What follows belongs to an exercise in optimizing a design on an open flow for small area; a production flow would make more cautious choices. In this exercise RTL edits were held to simulation tests only and were not proved equivalent to the original. Power and IR drop assume default switching activity.

==> flow/design.v <==
module wh8_core (
    input  wire       clk,
    input  wire       rst,
    input  wire       disp_valid,
    output wire       disp_ready,
    input  wire [1:0] disp_seg,
    input  wire [7:0] disp_pc,
    input  wire [7:0] disp_acc,
    input  wire [7:0] disp_x,
    input  wire [7:0] disp_y,
    input  wire       disp_z,
    input  wire [7:0] disp_ir,
    input  wire [7:0] disp_quantum,
    output wire       mem_req,
    output wire       mem_we,
    output wire [9:0] mem_addr,
    output wire [7:0] mem_wdata,
    input  wire       mem_ack,
    input  wire [7:0] mem_rdata,
    output wire       ret_valid,
    output wire       done_valid,
    output wire [2:0] done_cause,
    output wire [7:0] r_pc,
    output wire [7:0] r_acc,
    output wire [7:0] r_x,
    output wire [7:0] r_y,
    output wire       r_z,
    output wire [7:0] r_ir,
    output wire       con_valid,
    output wire [7:0] con_data
);
    localparam [3:0] S_IDLE  = 4'd0;
    localparam [3:0] S_FETCH = 4'd1;
    localparam [3:0] S_DEC   = 4'd2;
    localparam [3:0] S_ARG1  = 4'd3;
    localparam [3:0] S_ARG2  = 4'd4;
    localparam [3:0] S_READ  = 4'd5;
    localparam [3:0] S_WSTA  = 4'd6;
    localparam [3:0] S_WINC  = 4'd7;
    localparam [3:0] S_STR   = 4'd8;
    localparam [3:0] S_DH    = 4'd9;
    localparam [3:0] S_DT    = 4'd10;
    localparam [3:0] S_DO    = 4'd11;
    localparam [3:0] S_RET   = 4'd12;
    localparam [3:0] S_DONE  = 4'd13;
    reg [3:0] st;
    reg [7:0] pc, acc, x, y, ir, lo, qc;
    reg       z;
    reg [1:0] seg;
    reg [2:0] cause;
    reg       incop;    
    wire op_brk  = ir == 8'h00;
    wire op_adc  = ir == 8'h6D;
    wire op_sta  = ir == 8'h8D;
    wire op_ldyi = ir == 8'hA0;
    wire op_ldxi = ir == 8'hA2;
    wire op_ldai = ir == 8'hA9;
    wire op_ldya = ir == 8'hAC;
    wire op_ldaa = ir == 8'hAD;
    wire op_ldxa = ir == 8'hAE;
    wire op_bne  = ir == 8'hD0;
    wire op_nop  = ir == 8'hEA;
    wire op_cpx  = ir == 8'hEC;
    wire op_inc  = ir == 8'hEE;
    wire op_sys  = ir == 8'hFF;
    wire op_imm  = op_ldyi | op_ldxi | op_ldai | op_bne;
    wire op_abs  = op_adc | op_sta | op_ldya | op_ldaa | op_ldxa | op_cpx | op_inc;
    wire legal   = op_brk | op_nop | op_sys | op_imm | op_abs;
    wire xfer = mem_req & mem_ack;
    wire str_st = (st == S_STR);
    assign mem_req = (st == S_FETCH) | (st == S_ARG1) | (st == S_ARG2) | (st == S_READ) |
                     (st == S_WSTA) | (st == S_WINC) | str_st;
    assign mem_we  = (st == S_WSTA) | (st == S_WINC);
    wire use_lo = (st == S_READ) | mem_we | str_st;
    assign mem_addr  = {seg, use_lo ? lo : pc};
    wire [7:0] ir_inc = ir + 8'd1;
    assign mem_wdata = (st == S_WINC) ? ir_inc : acc;
    wire [7:0] kval = (st == S_DH) ? 8'd100 : 8'd10;
    wire [8:0] lsub = {1'b0, lo} - {1'b0, kval};
    wire       lge  = ~lsub[8];
    wire       y_ge10 = (y >= 8'd10);
    wire pc_inc_only = 1'b0;
    wire [7:0] pc_add = (st == S_ARG1 && op_bne && !z) ? mem_rdata : 8'd0;
    wire [7:0] pc_next = pc + pc_add + 8'd1;
    wire q_last = (qc == 8'd1);
    assign disp_ready = (st == S_IDLE);
    assign ret_valid  = (st == S_RET);
    assign done_valid = (st == S_DONE) | ((st == S_RET) & q_last);
    assign done_cause = cause;
    assign r_pc  = pc;
    assign r_acc = acc;
    assign r_x   = x;
    assign r_y   = y;
    assign r_z   = z;
    assign r_ir  = ir;
    assign con_valid = (str_st & xfer & (mem_rdata != 8'd0)) |
                       ((st == S_DH) & ~lge & (ir[3:0] != 4'd0)) |
                       ((st == S_DT) & ~lge & y_ge10) |
                       (st == S_DO);
    assign con_data  = str_st ? mem_rdata : {4'h3, (st == S_DO) ? lo[3:0] : ir[3:0]};
    reg fault;
    reg [2:0] fcause;
    always @(*) begin
        fault = 1'b0;
        fcause = 3'd0;
        case (st)
            S_DEC: begin
                if (!legal)      begin fault = 1'b1; fcause = 3'd3; end
                else if (op_brk) begin fault = 1'b1; fcause = 3'd1; end
                else if (op_sys && x != 8'd1 && x != 8'd2) begin fault = 1'b1; fcause = 3'd6; end
            end
            S_ARG2: if (xfer && mem_rdata != 8'd0) begin fault = 1'b1; fcause = 3'd5; end
            S_STR:  if (xfer && mem_rdata != 8'd0 && lo == 8'hFF) begin fault = 1'b1; fcause = 3'd7; end
            default: ;
        endcase
    end
    always @(posedge clk) begin
        if (rst) begin
            st <= S_IDLE;
        end else if (fault) begin
            st <= S_DONE;
            cause <= fcause;
            pc <= 8'd0; acc <= 8'd0; x <= 8'd0; y <= 8'd0; z <= 1'b0; ir <= 8'd0;
        end else begin
            case (st)
                S_IDLE: if (disp_valid) begin
                    seg <= disp_seg; pc <= disp_pc; acc <= disp_acc; x <= disp_x;
                    y <= disp_y; z <= disp_z; ir <= disp_ir; qc <= disp_quantum;
                    cause <= 3'd0;
                    st <= S_FETCH;
                end
                S_FETCH: if (xfer) begin
                    ir <= mem_rdata;
                    st <= S_DEC;
                end
                S_DEC: begin
                    lo <= y;
                    if (op_sys) begin
                        if (x == 8'd1) begin ir <= 8'd0; st <= S_DH; end
                        else st <= S_STR;
                    end else if (op_nop) begin
                        pc <= pc_next; st <= S_RET;
                    end else begin
                        pc <= pc_next; st <= S_ARG1;
                    end
                end
                S_ARG1: if (xfer) begin
                    lo <= mem_rdata;
                    if (op_ldai) acc <= mem_rdata;
                    if (op_ldxi) x <= mem_rdata;
                    if (op_ldyi) y <= mem_rdata;
                    pc <= pc_next;
                    st <= op_imm ? S_RET : S_ARG2;
                end
                S_ARG2: if (xfer) begin
                    st <= op_sta ? S_WSTA : S_READ;
                end
                S_READ: if (xfer) begin
                    if (op_ldaa) acc <= mem_rdata;
                    if (op_adc)  acc <= acc + mem_rdata;
                    if (op_ldxa) x <= mem_rdata;
                    if (op_ldya) y <= mem_rdata;
                    if (op_cpx)  z <= (mem_rdata == x);
                    if (op_inc) begin
                        ir <= mem_rdata;
                        st <= S_WINC;
                    end else begin
                        pc <= pc_next;
                        st <= S_RET;
                    end
                end
                S_WSTA: if (xfer) begin
                    pc <= pc_next; st <= S_RET;
                end
                S_WINC: if (xfer) begin
                    ir <= 8'hEE; pc <= pc_next; st <= S_RET;
                end
                S_STR: if (xfer) begin
                    lo <= lo + 8'd1;
                    if (mem_rdata == 8'd0) begin pc <= pc_next; st <= S_RET; end
                end
                S_DH: begin
                    if (lge) begin lo <= lsub[7:0]; ir <= ir_inc; end
                    else begin ir <= 8'd0; st <= S_DT; end
                end
                S_DT: begin
                    if (lge) begin lo <= lsub[7:0]; ir <= ir_inc; end
                    else st <= S_DO;
                end
                S_DO: begin
                    ir <= 8'hFF; pc <= pc_next; st <= S_RET;
                end
                S_RET: begin
                    if (qc != 8'd0) qc <= qc - 8'd1;
                    st <= q_last ? S_IDLE : S_FETCH;
                end
                S_DONE: st <= S_IDLE;
                default: st <= S_IDLE;
            endcase
        end
    end
endmodule
==> flow/flow/run.sh <==
#!/bin/bash
# Standard ORFS layout with an area-oriented ABC script, small port buffers
# and a lean clock tree. Each tool's full output goes to a log file in the
# folder this runs in.
set -uo pipefail
cd "$(dirname "$0")/.."
export FLOW_WORK="$PWD"
bash standard.sh \
  "SYNTH_SCRIPT=$PWD/flow/synth.tcl" \
  "ADDER_MAP_FILE=" \
  "BUFFER_PORTS_ARGS=-buffer_cell sky130_fd_sc_hd__buf_1" \
  "CTS_ARGS=-sink_clustering_enable -repair_clock_nets -dont_use_dummy_load -buf_list {sky130_fd_sc_hd__clkbuf_2 sky130_fd_sc_hd__clkbuf_4 sky130_fd_sc_hd__clkbuf_8}" \
  finish > standard.log 2>&1
==> flow/flow/area.abc <==
strash
dc2
&get -n
&dch -f
&nf -a -R 1000
&put
==> flow/flow/synth.tcl <==
# The standard synthesis (synth_recipe.tcl), with ABC mapping for area:
# ORFS's abc call is given area.abc as its script and no delay target.
proc abc {args} {
  set i [lsearch -exact $args -script]
  if {$i >= 0} {
    set args [lreplace $args $i [expr {$i + 1}] -script $::env(FLOW_WORK)/flow/area.abc]
  }
  set j [lsearch -exact $args -D]
  if {$j >= 0} {
    set args [lreplace $args $j [expr {$j + 1}]]
  }
  yosys abc {*}$args
}
source $::env(FLOW_WORK)/synth_recipe.tcl
==> flow/standard.sh <==
#!/bin/bash
# synth_recipe.tcl (not shown) runs the flow's synth.tcl, then flattens the netlist and writes it again
# the make line also repeats each setting of config.mk as NAME=value (left out here)
make -C /OpenROAD-flow-scripts/flow DESIGN_CONFIG=/design/flow/config.mk WORK_HOME=/design/flow/orfs CLKGATE_MAP_FILE= SYNTH_SCRIPT=/design/flow/synth_recipe.tcl "${@:-finish}"
==> flow/config.mk <==
export PLATFORM = sky130hd
export DESIGN_NAME = wh8_core
export DESIGN_NICKNAME = wh8_core
export VERILOG_FILES = /design/flow/design.v
export SDC_FILE = /design/flow/constraint.sdc
export NUM_CORES = 4
export LEC_CHECK = 0
export ABC_AREA = 1
export CAP_MARGIN = 20
export CORE_MARGIN = 2
export CORE_UTILIZATION = 40
export SLEW_MARGIN = 20
==> flow/constraint.sdc <==
create_clock -name core_clock -period 10.0 [get_ports {clk}]
set_input_delay 2.0000 -clock core_clock [delete_from_list [all_inputs] [get_ports {clk}]]
set_output_delay 2.0000 -clock core_clock [all_outputs]
set_load 0.01 [all_outputs]
==> results of run 1 <==
-- cell type report --
cell class,count,area (um2),share of cell area
repair buffers,153,631,0.108
multi-input cells,526,2940,0.503
flip-flops and latches,66,1940,0.332
clock buffers,9,124,0.0212
well taps,147,184,0.0315
inverters,7,26.3,0.00450
-- registers in the layout (all words and copies together), names as in the netlist, 3 cells and up --
register	cells
pc	8
cause	3
lo	8
qc	8
y	8
st	4
acc	8
x	8
ir	8
-- placed cells by master (no fill, tap or decap), types with 3 or more instances in the layout --
master    Yosys  final
nand3_1      22     21
clkinv_1      7      7
a21o_1        3      3
a221oi_1     14     14
xnor2_1      25     25
mux2i_1       4      4
a31oi_1       7      7
o22ai_1       3      3
nand4_1       7      7
a21oi_1      68     68
or4_1         3      3
edfxtp_1     62     62
dfxtp_1       4      4
a22oi_1       3      3
xor2_1       11     11
nor2b_1      12     12
buf_4         0     15
buf_1         0    138
and2_0        3      3
and3_1        9      9
mux2_1       13     13
o21ai_0      47     47
clkbuf_8      0      9
or2_0         4      4
nor4_1        8      8
a211oi_1     11     11
nor3_1       29     28
nor2_1       87     87
o31ai_1       5      5
nand2b_1     12     12
nand2_1      92     92
-- metrics by stage --
stage               setup slack [ns]  instance area (um2)
floorplan                       4.70                 4890
global placement                4.72                 5720
detailed placement              4.54                 5720
CTS                             4.70                 5840
global route                    4.52                 5840
finish                          4.63                 5840
-- metal layers --
metal	share of wire	global-route usage	routed length, um
met2	0.45	0.421	8060
met5	0	0	0
met3	0.081	0.0455	1460
met1	0.44	0.386	7890
met4	0.029	0.128	519
-- path summary, 6_finish.rpt --
| kind | start | end | slack [ns] | cells past startpoint |
|---|---|---|---|---|
| setup reg to reg | ir[2] | acc[0] | 5.61 | 14 |
| hold / removal | st[3] | st[3] | 0.63 | 2 |
| hold reg to reg | st[3] | st[3] | 0.63 | 2 |
| setup / recovery | mem_rdata[0] | con_valid | 4.63 | 6 |
-- cells by family after synthesis --
kind of cell               share of synthesized area
AOI/OAI and AO/OA                              0.217
DFF                                            0.397
and+or+nand+nor                                0.274
xor gates and xnor gates                      0.0644
adders and majority gates                    0.00409
muxes                                         0.0381
buffers and inverters                        0.00537
-- where the power goes --
group	switching (mW)	internal (mW)	leakage (nW)
Clock	0.0958	0.0801	0.0647
Combinational	0.584	0.315	1.36
Sequential	0.146	0.465	0.611
-- worst max-delay path, stage by stage --
cell and delay (ns):
buf_1 0.30, nor4_1 0.48, a21oi_1 0.14, nand2_1 0.13, nand4_1 0.13, buf_1 0.18
==> flow_summary_export.csv, run 1 <==
group,metric,value,unit
clock_network,htreeDepth,3,
worst_setup_path,arrival,3.37,ns
timing,hold_viol_final,0,
timing,final.setup_skew,0.0141,ns
die,coreArea,12000,um2
grt,antenna_found_initial,0,
die,die_area,13100,um2
grt,grt_usage,0.277,
grt,grt_pass1_wl,27800,um
worst_setup_path,path_class,"input pin to output pin",
die,die_w,115,um
logic_synthesis,synth_edf_count,62,
logic_synthesis,yosysTopAreaCell,"edfxtp_1",
cells_and_area,layout-drive-gt1-share,0.0342,
timing,rsz0062_at_grt,"false",
cells_and_area,syn2layout_area_growth,19.4,%
worst_setup_path,critPathMaxFanout,13,
die,die_h,115,um
drt,viasPerCell,5.99,
timing,holdWs,0.628,ns
cells_and_area,fillers,1256,
logic_synthesis,synth_area_leaders,"edfxtp_1 38%, nand2_1 7.1%, a21oi_1 7.0%",
timing,fmax,186,MHz
logic_synthesis,ys_ff_latch,66,
timing,slew_violations,0,
logic_synthesis,syn-instance-count,599,
clock_network,cts_tree,"built",
clock_network,cts_buffers,9,
die,start_util,0.409,
worst_setup_path,required,8.00,ns
drt,ant_nets,0,
logic_synthesis,avgSynthCellArea,8.17,um2
die,num_rows,40,
power,powerDensity,288,nW/um2
timing,finalSetupViolCount,0,
cells_and_area,final_util,0.488,
grt,grt_overflow,0,
timing,fin_setup_tns,0,ns
drt,vias,5437,
clock_network,clk_pin_slew,0.06,ns
drt,routed_wl,17900,um
placed_design,io_buffers,138,
grt,grt_max_degree,41,
logic_synthesis,synth.distinct_cells,47,
timing,max_slew_margin,0.389,
timing,period_needed,5.37,ns
power,power.leakage,2.03,nW
timing,min_period_over_period,0.537,
clock_network,clkLatencyLatePin,0.37,ns
logic_synthesis,synth_most_common_cell,"nand2_1",
clock_network,clock-root-buffer,"clkbuf_8",
placed_design,place_congestion,0.970,
power,vdd_ir_drop_max,0.110,mV
worst_setup_path,endpoint_kind,"output pin",
placed_design,dpl.hpwl,13400,um
drt,remaining_drc_errors,0,
clock_network,post_cts_buffers,0,
logic_synthesis,synth_ff_type,"edfxtp_1",
cells_and_area,nNetsFinal,826,
drt,drtPass1Iterations,5,
cells_and_area,diodes,0,
placed_design,dp.cells,899,
cells_and_area,stdcell_count,908,
power,total_power,1.69,mW
die,ios,139,
run,maxCapViolCount,0,
logic_synthesis,yosysWarningCount,1,
grt,grt_pass1_vias,5123,
clock_network,cts_buffer_depth,2,
worst_setup_path,start_kind,"input pin",
logic_synthesis,synth.top_cell.area_share,0.380,
clock_network,hold_buffers,0,
logic_synthesis,synth.top_cells.by_count,"92 x nand2_1, 87 x nor2_1, 68 x a21oi_1",
drt,detail_route.wl_per_cell,19.8,um
hold_path,min_path_type,"flip-flop to flip-flop",
timing,worst_slew_pin_slew,0.913,ns
logic_synthesis,syn-num-nets,662,
outcome,status,"finished clean",
logic_synthesis,syn_area,4890,um2
clock_network,ctsResizeCount,0,
clock_network,cts.sinks,66,
logic_synthesis,synth-async-reset-ratio,0,
logic_synthesis,ys_seq_area_frac,0.397,
drt,drt_iter0_drc,658,
==> run 2: changes to the inputs <==
==> flow/flow/run.sh (replaced) <==
#!/bin/bash
# Standard ORFS layout with an area-oriented ABC script, small port buffers
# and a lean clock tree. Each tool's full output goes to a log file in the
# folder this runs in.
set -uo pipefail
cd "$(dirname "$0")/.."
export FLOW_WORK="$PWD"
bash standard.sh \
  "SYNTH_SCRIPT=$PWD/flow/synth.tcl" \
  "BUFFER_PORTS_ARGS=-buffer_cell sky130_fd_sc_hd__buf_1" \
  "CTS_ARGS=-sink_clustering_enable -repair_clock_nets -dont_use_dummy_load -buf_list {sky130_fd_sc_hd__clkbuf_2 sky130_fd_sc_hd__clkbuf_4}" \
  finish > standard.log 2>&1
==> flow_summary_export.csv, run 2 <==
group,metric,value,unit
clock_network,cts_buffer_depth,2,
cells_and_area,final_common_cell,"buf_1",
timing,slew_violations,0,
placed_design,io_buffers,138,
logic_synthesis,synth_area_leaders,"edfxtp_1 36%, a21oi_1 7.4%, nand2_1 6.8%",
drt,viasPerCell,5.91,
cells_and_area,syn2layout_area_growth,17.9,%
die,die_h,117,um
logic_synthesis,synth-async-reset-ratio,0,
timing,hold_viol_final,0,
die,coreArea,12600,um2
logic_synthesis,synth_ff_type,"edfxtp_1",
drt,routed_wl,20000,um
timing,min_period_over_period,0.600,
logic_synthesis,yosysTopAreaCell,"edfxtp_1",
clock_network,cts_buffers,9,
worst_setup_path,path_class,"flip-flop to output pin",
grt,grt_max_degree,30,
die,start_util,0.408,
drt,remaining_drc_errors,0,
logic_synthesis,ys_ff_latch,66,
worst_setup_path,required,8.00,ns
logic_synthesis,syn_area,5150,um2
logic_synthesis,syn-instance-count,624,
timing,fin_setup_tns,0,ns
worst_setup_path,endpoint_kind,"output pin",
grt,grt_pass1_vias,5351,
power,vdd_ir_drop_max,0.0987,mV
drt,drtPass1Iterations,5,
die,ios,139,
run,maxCapViolCount,0,
outcome,status,"finished clean",
grt,grt_pass1_wl,30000,um
clock_network,post_cts_buffers,0,
timing,finalSetupViolCount,0,
clock_network,htreeDepth,3,
timing,max_slew_margin,0.234,
logic_synthesis,synth.top_cells.by_count,"93 x nand2_1, 90 x nor2_1, 76 x a21oi_1",
timing,fmax,167,MHz
die,num_rows,41,
clock_network,hold_buffers,0,
clock_network,ctsResizeCount,0,
timing,holdWs,0.605,ns
die,die_w,117,um
power,powerDensity,300,nW/um2
grt,grt_usage,0.283,
clock_network,clk_pin_slew,0.11,ns
hold_path,min_path_type,"flip-flop to flip-flop",
clock_network,clkLatencyLatePin,0.45,ns
cells_and_area,final_cell_mix,"138 x buf_1, 93 x nand2_1, 89 x nor2_1, 76 x a21oi_1, 62 x edfxtp_1",
logic_synthesis,syn-num-nets,716,
grt,antenna_found_initial,0,
worst_setup_path,critPathMaxFanout,9,
logic_synthesis,synth.top_cell.area_share,0.362,
cells_and_area,diodes,0,
logic_synthesis,synth.distinct_cells,41,
logic_synthesis,ys_seq_area_frac,0.377,
timing,period_needed,6.00,ns
clock_network,cts_tree,"built",
logic_synthesis,avgSynthCellArea,8.25,um2
logic_synthesis,yosysWarningCount,1,
worst_setup_path,start_kind,"flip-flop",
power,power.leakage,2.20,nW
worst_setup_path,arrival,4.00,ns
die,die_area,13800,um2
logic_synthesis,synth_most_common_cell,"nand2_1",
drt,detail_route.wl_per_cell,20.9,um
drt,drt_iter0_drc,431,
timing,rsz0062_at_grt,"false",
cells_and_area,nNetsFinal,875,
placed_design,place_congestion,1.04,
cells_and_area,layout-drive-gt1-share,0.0294,
clock_network,cts.sinks,66,
drt,ant_nets,0,
clock_network,clock-root-buffer,"clkbuf_4",
drt,vias,5633,
logic_synthesis,synth_edf_count,62,
placed_design,dpl.hpwl,15600,um
timing,final.setup_skew,0.0380,ns
cells_and_area,final_util,0.481,
grt,grt_overflow,0,
timing,worst_slew_pin_slew,1.14,ns
-- run 2: changes by cell type after synthesis, sizes merged, moves of 6 or more --
cell | before | now
a221oi | 14 | 2
a31oi | 7 | 13
mux2 | 13 | 7
nor2b | 12 | 5
ha | 0 | 26
a21oi | 68 | 76
nor4 | 8 | 15
o21ai | 47 | 33
clkinv | 7 | 22
-- run 2: cell families after synthesis --
kind of cell | after synthesis | share of synthesized area
adders and majority gates | 29 | 0.0748
AOI/OAI and AO/OA | 169 | 0.194
and+or+nand+nor | 298 | 0.266
buffers and inverters | 22 | 0.0160
muxes | 12 | 0.0250
xor gates and xnor gates | 28 | 0.0476
DFF | 66 | 0.377
-- run 2: worst max-delay path, cell delays in order (launching register included) --
cell and delay (ns):
dfxtp_1 0.47, nor2b_1 0.36, nand2_1 0.28, ha_1 0.35, a21oi_1 0.16, o21bai_1 0.10
or2_0 0.24, a21o_1 0.20, and2_0 0.17, nor3_1 0.43, nand2_1 0.22, a21oi_1 0.19
a31oi_1 0.07, nand3_1 0.13, buf_1 0.19
-- run 2: path summary, 6_finish.rpt --
check / start / end / slack (ns) / depth (start not counted)
max: st[3] / con_valid / 4.00 / 14
min: y[4] / lo[4] / 0.60 / 1
max reg2reg: ir[0] / lo[6] / 5.30 / 13
min reg2reg: y[4] / lo[4] / 0.60 / 1
-- run 2: where the power goes --
group	leakage (nW)	total, mW	internal [mW]	switching, mW
Clock	0.0414	0.128	0.0416	0.0868
Sequential	0.609	0.624	0.475	0.149
Combinational	1.55	1.07	0.375	0.693
-- run 2: area by class of cell --
cell class,count,area [um2]
Clock buffer,9,67.6
Fill cell,1343,6550
Inverter,22,82.6
Multi-Input combinational cell,536,3150
Sequential cell,66,1940
Tap cell,172,215
Timing Repair Buffer,148,613
-- run 2: metrics by stage --
step           instances  setup WS (ns)  area [um2]  power (mW)
6_report             953           4.00        6070        1.82
5_1_grt              953           3.82        6070        1.94
4_1_cts              953           4.11        6060        1.80
3_5_place_dp         944           4.62        5990        1.67
3_3_place_gp         943           4.52        5970        1.65
2_1_floorplan        624           4.79        5150        1.26
-- run 2: layer usage --
| metal | vias up | share of wire | track usage |
|---|---|---|---|
| li1 | 2629 | - | - |
| met3 | 33 | 0.090 | 0.0523 |
| met4 | 0 | 0.025 | 0.103 |
| met1 | 2614 | 0.42 | 0.374 |
| met5 | - | 0 | 0 |
| met2 | 357 | 0.46 | 0.464 |
==> run 3: changes to the inputs <==
==> flow/flow/run.sh (replaced) <==
#!/bin/bash
# Standard ORFS layout with small port buffers and a lean clock tree.
# Each tool's full output goes to a log file in the folder this runs in.
set -uo pipefail
cd "$(dirname "$0")/.."
bash standard.sh \
  "BUFFER_PORTS_ARGS=-buffer_cell sky130_fd_sc_hd__buf_1" \
  "CTS_ARGS=-sink_clustering_enable -repair_clock_nets -dont_use_dummy_load -buf_list {sky130_fd_sc_hd__clkbuf_2 sky130_fd_sc_hd__clkbuf_4 sky130_fd_sc_hd__clkbuf_8}" \
  finish > standard.log 2>&1
removed: flow/flow/area.abc
removed: flow/flow/synth.tcl
==> flow_summary_export.csv, run 3 <==
group,metric,value,unit
worst_setup_path,rrSetupSlack,6.39,ns
clock_network,cts.sinks,66,
hold_path,min_to,"st[0]",
cells_and_area,final_util,0.469,
clock_network,hold_buffers,0,
hold_path,hold_depth,4,
die,coreArea,14000,um2
drt,vias,6130,
logic_synthesis,syn-instance-count,815,
clock_network,cts_buffer_depth,2,
placed_design,dp.cells,1113,
grt,grt_max_degree,34,
clock_network,clkLatencyLatePin,0.37,ns
grt,grt_usage,0.252,
clock_network,post_cts_buffers,0,
logic_synthesis,avgSynthCellArea,7.10,um2
worst_setup_path,arrival,3.55,ns
timing,period_needed,5.55,ns
power,vdd_ir_drop_max,0.138,mV
placed_design,io_buffers,138,
timing,worst_slack,4.45,ns
power,powerDensity,284,nW/um2
placed_design,dpl_worst_slack,4.51,ns
worst_setup_path,cp_cell_sequence,"buf_1 > inv_1 > nand3_1 > nor3_1 > o2111ai_1 > buf_1",
logic_synthesis,synth-async-reset-ratio,0,
worst_setup_path,critPathMaxFanout,6,
clock_network,cts_tree,"built",
outcome,status,"finished clean",
timing,finalSetupViolCount,0,
hold_path,hp-start,"st[0]",
drt,drt_iter0_drc,622,
logic_synthesis,yosysWarningCount,1,
drt,drtPass1Iterations,5,
logic_synthesis,synth_edf_count,62,
die,die_h,124,um
grt,grt_pass1_vias,5690,
worst_setup_path,r2r_start,"lo[0]",
logic_synthesis,synth_most_common_cell,"nand2_1",
logic_synthesis,ys_ff_latch,66,
placed_design,place_congestion,0.911,
timing,min_period_over_period,0.555,
timing,hold_viol_final,0,
die,start_util,0.414,
drt,viasPerCell,5.46,
cells_and_area,layout-drive-gt1-share,0.0807,
cells_and_area,syn2layout_area_growth,13.4,%
timing,rsz0062_at_grt,"false",
worst_setup_path,required,8.00,ns
drt,remaining_drc_errors,0,
hold_path,min_path_type,"flip-flop to flip-flop",
die,die_w,124,um
placed_design,placed_area,6430,um2
worst_setup_path,crit_family,"simple AND/OR/NAND/NOR gates",
die,ios,139,
worst_setup_path,start_kind,"input pin",
grt,grt_pass1_wl,30900,um
drt,routed_wl,19900,um
logic_synthesis,synth.top_cell.area_share,0.322,
timing,fin_setup_tns,0,ns
timing,fmax,180,MHz
power,power.leakage,2.80,nW
logic_synthesis,yosysTopAreaCell,"edfxtp_1",
clock_network,cts_buffers,9,
worst_setup_path,r2r.worst_path.cells,11,
worst_setup_path,slowest_delay,0.59,ns
logic_synthesis,synth.top_cells.by_count,"211 x nand2_1, 99 x nor2_1, 83 x inv_1",
drt,detail_route.wl_per_cell,17.7,um
cells_and_area,diodes,0,
cells_and_area,nNetsFinal,1036,
cells_and_area,final_cell_area,6560,um2
timing,final.setup_skew,0.0218,ns
clock_network,htreeDepth,3,
timing,slew_violations,0,
clock_network,clock-root-buffer,"clkbuf_8",
worst_setup_path,crit_path_top_delay_cell,"nor3_1",
worst_setup_path,endpoint_kind,"output pin",
logic_synthesis,ys_seq_area_frac,0.336,
clock_network,ctsResizeCount,0,
cells_and_area,final_cell_mix,"211 x nand2_1, 138 x buf_1, 99 x nor2_1, 83 x inv_1, 62 x edfxtp_1",
timing,worst_slew_pin_slew,1.09,ns
cells_and_area,stdcell_count,1122,
logic_synthesis,synth_area_leaders,"edfxtp_1 32%, nand2_1 14%, nor2_1 6.4%",
cells_and_area,final_common_cell,"nand2_1",
timing,holdWs,0.591,ns
drt,ant_nets,0,
worst_setup_path,critPathBufInv,3,
run,maxCapViolCount,0,
logic_synthesis,synth.distinct_cells,44,
grt,antenna_found_initial,0,
logic_synthesis,syn_area,5790,um2
worst_setup_path,path_class,"input pin to output pin",
clock_network,clk_pin_slew,0.08,ns
grt,grt_overflow,0,
placed_design,dpl.hpwl,15600,um
die,die_area,15400,um2
worst_setup_path,r2r_end,"acc[4]",
worst_setup_path,crit_top_cell,"buf_1",
die,num_rows,43,
timing,max_slew_margin,0.272,
logic_synthesis,synth_ff_type,"edfxtp_1",
cells_and_area,fillers,1491,
power,total_power,1.86,mW
logic_synthesis,syn-num-nets,907,
==> run 3: cell type report <==
type                    count  area, um2  area share
inverters                 102        385      0.0587
repair buffers            138        518      0.0789
multi-input cells         627       3370       0.513
clock buffers               9        124      0.0189
flip-flops and latches     66       1940       0.296
well taps                 180        225      0.0343
==> run 3: worst max path at each step <==
| stage | slack (ns) | startpoint | end | depth (start not counted) |
|---|---|---|---|---|
| after floorplan | 5.19 | mem_rdata[2] | con_valid | 3 |
| after global placement | 4.55 | mem_rdata[3] | con_valid | 6 |
| after detailed placement | 4.51 | mem_rdata[3] | con_valid | 6 |
| after CTS | 4.52 | mem_rdata[3] | con_valid | 6 |
| after global routing | 4.35 | mem_rdata[3] | con_valid | 6 |
| final | 4.45 | mem_rdata[3] | con_valid | 6 |
==> run 3: kinds of logic after synthesis <==
logic type               count (synthesis)  synth area share
flip-flops                              66             0.336
AND/OR/NAND/NOR                        406             0.306
XOR/XNOR                                21            0.0318
adder cells (fa/ha/maj)                 29            0.0666
buffers and inverters                  122            0.0830
AO/OA/AOI/OAI                          171             0.177
==> run 3: report_power, final <==
part	switching, mW	leakage [nW]	internal (mW)
Combinational	0.749	2.13	0.339
Sequential	0.123	0.611	0.466
Clock	0.106	0.0647	0.0804
==> run 3: tightest hold or removal path: stages (launching register included) <==
cell and delay, ns:
dfxtp_1 0.34, inv_1 0.08, nand2_1 0.06, nand2_1 0.05
nor2_1 0.03
==> run 3: metal layers <==
layer / vias to the layer above / share of wire / GRT usage
met2: 280 / 0.44 / 0.387
met4: 0 / 0.020 / 0.0727
li1: 2989 / - / -
met5: - / 0 / 0
met1: 2835 / 0.46 / 0.368
met3: 26 / 0.080 / 0.0382

## static timing again, ports no longer ideal
Ports are ideal in the flow. The routed layouts listed here were re-timed in OpenROAD.
Step 1, drivers: a clkbuf_16 drives clk and a buf_2 each remaining input, both assumed.
Step 2 adds t to the input delays and takes it off the output delays; t is the mean of the earliest and latest rising clock arrival at the registers after step 1. Input paths then give back, and output paths get back, about the clock's delay inside the block.
Three values: ideal ports, drivers, drivers and shift; two values: the first two.
run | shift t [ns] | slack for setup (ns) | latest minus earliest clock arrival (ns)
run 1 | 0.397 | 4.626 / 4.607 / 4.489 | 0.014 / 0.014
run 2 | 0.466 | 4.002 / 3.966 / 4.432 | 0.038 / 0.038
run 3 | 0.399 | 4.454 / 4.435 / 4.435 | 0.022 / 0.022
After both steps setup and hold are still met in every run listed. The setup slack of run 1, which loses most, moves by -0.019 ns with the drivers and by -0.137 ns with both steps.
